Background: an optimization exercise with open tools, aiming at small area, a short achievable clock period and few clock cycles. Do not read the settings as production practice. RTL that was checked went through simulation tests only; none was proved equivalent to the original.

==> wip/maple: inputs <==
## str_loop
module str_loop (
    input  wire               clk,
    input  wire               rst,
    input  wire               cmd_valid,
    input  wire [1:0]         cmd_op,       
    output reg                busy,
    input  wire [7:0]         nsps,
    input  wire [1:0]         ted_sel,
    input  wire               idx_sel,
    input  wire signed [23:0] k1,
    input  wire signed [23:0] k2,
    input  wire [15:0]        nrx,
    input  wire [15:0]        nmf,
    input  wire [15:0]        out_cap,
    output reg                mf_rd_en,
    output reg  [15:0]        mf_addr,
    input  wire [31:0]        mf_rdata,
    output reg                out_valid,
    output wire [31:0]        out_sym,
    output wire signed [33:0] out_err,
    output wire signed [9:0]  out_tau,
    output reg                init_ok,
    output reg                stop,
    output reg  [1:0]         stop_cause,
    output reg                err_flag,
    output reg  [2:0]         err_code,
    output reg  signed [41:0] p2,
    output reg  signed [9:0]  tau,
    output reg  [15:0]        nout,
    output reg  [15:0]        clamp_tot,
    output reg  [15:0]        clamp_con
);
make LEC_CHECK=0 ABC_AREA=1 CAP_MARGIN=5 CORE_MARGIN=2 CORE_UTILIZATION=55 PLACE_DENSITY=0.7 SETUP_SLACK_MARGIN=5 SLEW_MARGIN=5 finish   # period 13.0 ns
run.sh (not shown) runs the stock make flow with config.mk's settings and CLKGATE_MAP_FILE= SYNTH_SCRIPT=/design/flow/synth_recipe.tcl, a recipe that flattens the netlist after the stock synthesis.
==> wip/nickel: changes against wip/maple <==
--- a/flow/design.v
+++ b/flow/design.v
@@ -46,17 +46,19 @@
     reg [16:0]        sb;           
     reg [16:0]        fe_e;         
     reg [2:0]         pend;         
     reg [1:0]         rk1, rk2;     
     reg signed [15:0] s_i, s_q, e_i, e_q, m_i, m_q;
-    reg signed [16:0] d_i, d_q;
-    reg signed [1:0]  zs_i, zs_q;
+    reg signed [16:0] d_q;
+    reg signed [1:0]  zs_q;
+    reg signed [16:0] a_op;         
+    reg signed [15:0] b_op;         
     reg signed [33:0] acc, err_r, err_b, err_c;
     reg [31:0]        sym1, sym2, sym3;
     reg signed [46:0] pl;
     reg signed [44:0] prod;
-    reg               prod_ovf, prod_neg;
+    reg [16:0]        prod_hi;      
     reg signed [13:0] k_op;
     reg               mp_r;
     reg               amb_r;        
     reg signed [9:0]  tfl_r;
     reg [8:0]         dl_r;
@@ -91,14 +93,15 @@
             end
         end
     endfunction
     wire zc_mode = cfg_ted[1];
     wire               mac_neg = (cfg_ted != 2'd1);
-    wire signed [15:0] zx_i    = {{14{zs_i[1]}}, zs_i};
+    wire signed [1:0]  zs_i_n  = zc_sgn(s_i, e_i);
+    wire signed [15:0] zx_i_n  = {{14{zs_i_n[1]}}, zs_i_n};
     wire signed [15:0] zx_q    = {{14{zs_q[1]}}, zs_q};
-    wire signed [16:0] mul_a   = v1 ? d_i : d_q;
-    wire signed [15:0] mul_b   = zc_mode ? (v1 ? zx_i : zx_q) : (v1 ? m_i : m_q);
+    wire signed [16:0] mul_a   = a_op;
+    wire signed [15:0] mul_b   = b_op;
     wire signed [33:0] mac_ad  = v1 ? 34'sd0 : acc;
     function zc_opp;
         input signed [15:0] a;
         input signed [15:0] b;
         zc_opp = zc_mode && (a[15] != b[15]) && (a != 16'sd0) && (b != 16'sd0);
@@ -120,11 +123,12 @@
         .a(mul_a), .b(mul_b), .negb(mac_neg), .c(mac_ad), .y(mac));
     wire signed [47:0] k_ad   = v3 ? 48'sd0 : {{14{pl[46]}}, pl[46:13]};
     wire signed [47:0] kmac;
     booth_mac #(.NA(34), .NB(14), .W(48)) u_kmac (
         .a(err_r), .b(k_op), .negb(1'b0), .c(k_ad), .y(kmac));
-    wire               k_ovf  = !((&kmac[47:31]) || !(|kmac[47:31]));
+    wire               prod_ovf = !((&prod_hi) || !(|prod_hi));
+    wire               prod_neg = prod_hi[16];
     localparam signed [45:0] ONE     = 46'sd1 << 40;
     localparam signed [45:0] MIN_ONE = -(46'sd1 << 40);
     wire signed [45:0] t_sum = p2 + prod;
     wire               t_gt  = !t_sum[45] && ((|t_sum[44:41]) ||
                                               (t_sum[40] && (|t_sum[39:0])));
@@ -338,17 +342,22 @@
                 e_q <= mf_rdata[31:16];
             end
             T_M: begin
                 m_i  <= mf_rdata[15:0];
                 m_q  <= mf_rdata[31:16];
-                d_i  <= addsub17(s_i, e_i, !zc_opp(s_i, e_i));
                 d_q  <= addsub17(s_q, e_q, !zc_opp(s_q, e_q));
-                zs_i <= zc_sgn(s_i, e_i);
                 zs_q <= zc_sgn(s_q, e_q);
             end
             default: ;
         endcase
+        if (rk2 == T_M) begin
+            a_op <= addsub17(s_i, e_i, !zc_opp(s_i, e_i));
+            b_op <= zc_mode ? zx_i_n : $signed(mf_rdata[15:0]);
+        end else if (v1) begin
+            a_op <= d_q;
+            b_op <= zc_mode ? zx_q : m_q;
+        end
         if (v1) begin
             acc  <= mac;
             sym1 <= cfg_idx ? {s_q, s_i} : {m_q, m_i};
         end
         if (v2)
@@ -359,12 +368,11 @@
             pl   <= kmac[46:0];
             sym2 <= sym1;
         end
         if (v4) begin
             prod     <= {kmac[31:0], pl[12:0]};
-            prod_ovf <= k_ovf;
-            prod_neg <= kmac[47];
+            prod_hi  <= kmac[47:31];
             err_b    <= err_r;
         end
         if (v5 && !amb_r)
             sym3 <= sym2;
         if (v6)
CORE_UTILIZATION = 40   (was 55)
PLACE_DENSITY = unset   (was 0.7)
==> wip/delta: changes against wip/maple <==
--- a/flow/design.v
+++ b/flow/design.v
@@ -37,26 +37,30 @@
     localparam F_IDLE = 3'd0, F_START = 3'd1, F_E = 3'd2, F_M = 3'd3,
                F_STOP = 3'd4, F_DONE = 3'd5;
     reg [7:0]         cfg_n;
     reg [1:0]         cfg_ted;
     reg               cfg_idx;
-    reg signed [24:0] cfg_k;        
+    reg [12:0]        cfg_kl;
+    reg               cfg_kc;
+    reg signed [10:0] cfg_k1h, cfg_k2h;
     reg [2:0]         fe;
     reg               run_mode;
     reg [1:0]         fe_cause;
     reg [16:0]        sb;           
     reg [16:0]        fe_e;         
     reg [2:0]         pend;         
     reg [1:0]         rk1, rk2;     
     reg signed [15:0] s_i, s_q, e_i, e_q, m_i, m_q;
-    reg signed [16:0] d_i, d_q;
-    reg signed [1:0]  zs_i, zs_q;
+    reg signed [16:0] d_q;
+    reg signed [1:0]  zs_q;
+    reg signed [16:0] a_op;         
+    reg signed [15:0] b_op;         
     reg signed [33:0] acc, err_r, err_b, err_c;
     reg [31:0]        sym1, sym2, sym3;
     reg signed [46:0] pl;
     reg signed [44:0] prod;
-    reg               prod_ovf, prod_neg;
+    reg [16:0]        prod_hi;      
     reg signed [13:0] k_op;
     reg               mp_r;
     reg               amb_r;        
     reg signed [9:0]  tfl_r;
     reg [8:0]         dl_r;
@@ -91,14 +95,15 @@
             end
         end
     endfunction
     wire zc_mode = cfg_ted[1];
     wire               mac_neg = (cfg_ted != 2'd1);
-    wire signed [15:0] zx_i    = {{14{zs_i[1]}}, zs_i};
+    wire signed [1:0]  zs_i_n  = zc_sgn(s_i, e_i);
+    wire signed [15:0] zx_i_n  = {{14{zs_i_n[1]}}, zs_i_n};
     wire signed [15:0] zx_q    = {{14{zs_q[1]}}, zs_q};
-    wire signed [16:0] mul_a   = v1 ? d_i : d_q;
-    wire signed [15:0] mul_b   = zc_mode ? (v1 ? zx_i : zx_q) : (v1 ? m_i : m_q);
+    wire signed [16:0] mul_a   = a_op;
+    wire signed [15:0] mul_b   = b_op;
     wire signed [33:0] mac_ad  = v1 ? 34'sd0 : acc;
     function zc_opp;
         input signed [15:0] a;
         input signed [15:0] b;
         zc_opp = zc_mode && (a[15] != b[15]) && (a != 16'sd0) && (b != 16'sd0);
@@ -116,15 +121,17 @@
         zc_sgn = (a == 16'sd0 || b == 16'sd0) ? 2'b00 : (b[15] ? 2'b11 : 2'b01);
     endfunction
     wire signed [33:0] mac;
     booth_mac #(.NA(17), .NB(16), .W(34)) u_emac (
         .a(mul_a), .b(mul_b), .negb(mac_neg), .c(mac_ad), .y(mac));
+    wire signed [13:0] k_hi   = cfg_k1h + cfg_k2h + $signed({13'd0, cfg_kc});   
     wire signed [47:0] k_ad   = v3 ? 48'sd0 : {{14{pl[46]}}, pl[46:13]};
     wire signed [47:0] kmac;
     booth_mac #(.NA(34), .NB(14), .W(48)) u_kmac (
         .a(err_r), .b(k_op), .negb(1'b0), .c(k_ad), .y(kmac));
-    wire               k_ovf  = !((&kmac[47:31]) || !(|kmac[47:31]));
+    wire               prod_ovf = !((&prod_hi) || !(|prod_hi));
+    wire               prod_neg = prod_hi[16];
     localparam signed [45:0] ONE     = 46'sd1 << 40;
     localparam signed [45:0] MIN_ONE = -(46'sd1 << 40);
     wire signed [45:0] t_sum = p2 + prod;
     wire               t_gt  = !t_sum[45] && ((|t_sum[44:41]) ||
                                               (t_sum[40] && (|t_sum[39:0])));
@@ -142,12 +149,13 @@
     wire               up_f   = (tfr > 20'h80000);
     wire [8:0]         l_hi   = {1'b0, tm_y[27:20]};
     wire               up_s   = (l_hi > dl_r) ||
                                 ((l_hi == dl_r) && ((|tm_y[19:0]) || tfl_r[0]));
     wire               commit  = (v6 && !amb) || amb_r;
+    wire signed [9:0]  tfl_p1  = tfl + 10'sd1;
     wire signed [9:0]  tau_new = amb_r ? tfl_r + $signed({9'd0, up_s})
-                                       : tfl + $signed({9'd0, up_f});
+                                       : (up_f ? tfl_p1 : tfl);
     wire signed [9:0]  tau_m1  = tau - 10'sd1;
     wire               mispred = (v6 && (up_f ? (tfl != tau_m1) : (tfl != tau))) ||
                                  amb_r;
     wire               restart = mp_r && run_mode && !amb_r;
     wire               kill    = restart || amb_r;
@@ -338,33 +346,36 @@
                 e_q <= mf_rdata[31:16];
             end
             T_M: begin
                 m_i  <= mf_rdata[15:0];
                 m_q  <= mf_rdata[31:16];
-                d_i  <= addsub17(s_i, e_i, !zc_opp(s_i, e_i));
                 d_q  <= addsub17(s_q, e_q, !zc_opp(s_q, e_q));
-                zs_i <= zc_sgn(s_i, e_i);
                 zs_q <= zc_sgn(s_q, e_q);
             end
             default: ;
         endcase
+        if (rk2 == T_M) begin
+            a_op <= addsub17(s_i, e_i, !zc_opp(s_i, e_i));
+            b_op <= zc_mode ? zx_i_n : $signed(mf_rdata[15:0]);
+        end else if (v1) begin
+            a_op <= d_q;
+            b_op <= zc_mode ? zx_q : m_q;
+        end
         if (v1) begin
             acc  <= mac;
             sym1 <= cfg_idx ? {s_q, s_i} : {m_q, m_i};
         end
         if (v2)
             err_r <= mac;
-        k_op <= v2 ? $signed({1'b0, cfg_k[12:0]})
-                   : $signed({{2{cfg_k[24]}}, cfg_k[24:13]});
+        k_op <= v2 ? $signed({1'b0, cfg_kl}) : k_hi;
         if (v3) begin
             pl   <= kmac[46:0];
             sym2 <= sym1;
         end
         if (v4) begin
             prod     <= {kmac[31:0], pl[12:0]};
-            prod_ovf <= k_ovf;
-            prod_neg <= kmac[47];
+            prod_hi  <= kmac[47:31];
             err_b    <= err_r;
         end
         if (v5 && !amb_r)
             sym3 <= sym2;
         if (v6)
@@ -377,11 +388,13 @@
     always @(posedge clk) begin
         if (accept && cmd_op == OP_INIT && nsps != 8'd0 && ted_sel != 2'd3) begin
             cfg_n   <= nsps;
             cfg_ted <= ted_sel;
             cfg_idx <= idx_sel;
-            cfg_k   <= k1 + k2;
+            {cfg_kc, cfg_kl} <= {1'b0, k1[12:0]} + {1'b0, k2[12:0]};
+            cfg_k1h <= k1[23:13];
+            cfg_k2h <= k2[23:13];
         end
     end
 endmodule
 module booth_mac #(
     parameter NA = 16,
CORE_UTILIZATION = 40   (was 55)
PLACE_DENSITY = unset   (was 0.7)
==> wip/harbor: changes against wip/maple <==
ABC_AREA = unset   (was 1)
CORE_UTILIZATION = 40   (was 55)
PLACE_DENSITY = unset   (was 0.7)
==> comparison table <==
Run status: wip/maple finished clean; wip/harbor finished clean; wip/delta finished clean; wip/nickel finished clean
Average cell area after synthesis: wip/maple 8.777 µm²; wip/harbor 9.402 µm²; wip/delta 8.911 µm²; wip/nickel 8.825 µm²
Worst EP required: wip/maple 13.55 ns; wip/harbor 13.62 ns; wip/delta 13.43 ns; wip/nickel 13.41 ns
Register Area: wip/maple 19,610 µm²; wip/harbor 19,640 µm²; wip/delta 20,780 µm²; wip/nickel 20,450 µm²
Routed metal-1 wirelength: wip/maple 78,390 µm; wip/harbor 90,590 µm; wip/delta 87,720 µm; wip/nickel 87,960 µm
Finished Core Util: wip/maple 62.78%; wip/harbor 46.47%; wip/delta 45.96%; wip/nickel 46.22%
Final worst path period need: wip/maple 7.668 ns; wip/harbor 8.051 ns; wip/delta 7.620 ns; wip/nickel 7.593 ns
Pre-CTS worst setup slack: wip/maple 4.115 ns; wip/harbor 3.274 ns; wip/delta 4.615 ns; wip/nickel 4.608 ns
Resize count post-CTS: wip/maple 18; wip/harbor 86; wip/delta 27; wip/nickel 38
Clock buffers and inverters, area share: wip/maple 3.941%; wip/harbor 3.650%; wip/delta 3.959%; wip/nickel 4.343%
Final HPWL DP: wip/maple 140,200 µm; wip/harbor 148,200 µm; wip/delta 151,300 µm; wip/nickel 155,100 µm
Testbench counts of wip/maple, summed over its fixed seeds: cycles 16,075.
Testbench counts of wip/harbor, summed over its fixed seeds: cycles 16,075.
No functional check of the RTL was part of wip/nickel and wip/delta.

==> what the ideal ports hide <==
In the flow no input, the clock included, has a driving cell. The finished layouts below were timed again as built, in two steps. Step 1 sets driving cells, clkbuf_16 on the clock port and buf_2 on the other inputs (assumed; they add their load-dependent delay and slew). Step 2, shift: input delay + t, output delay - t, t = (earliest + latest rising clock arrival at the registers) / 2. This alone moves slack from input paths to output paths. a / b / c = ideal / step 1 / step 2; a / b = the first two.
run | shift t [ns] | setup WS [ns] | hold WS [ns]
wip/maple | 0.750 | 5.332 / 5.332 / 5.332 | 0.411 / 0.411 / 0.411
wip/nickel | 0.781 | 5.407 / 5.407 / 5.173 | 0.394 / 0.394 / 0.394
wip/delta | 0.789 | 5.380 / 5.380 / 5.380 | 0.406 / 0.406 / 0.406
wip/harbor | 0.770 | 4.949 / 4.949 / 4.606 | 0.410 / 0.410 / 0.410
After both steps setup and hold are still met in every run listed. For wip/harbor, which loses most, drivers alone change the setup slack by 0.000 ns; drivers and shift together by -0.343 ns.
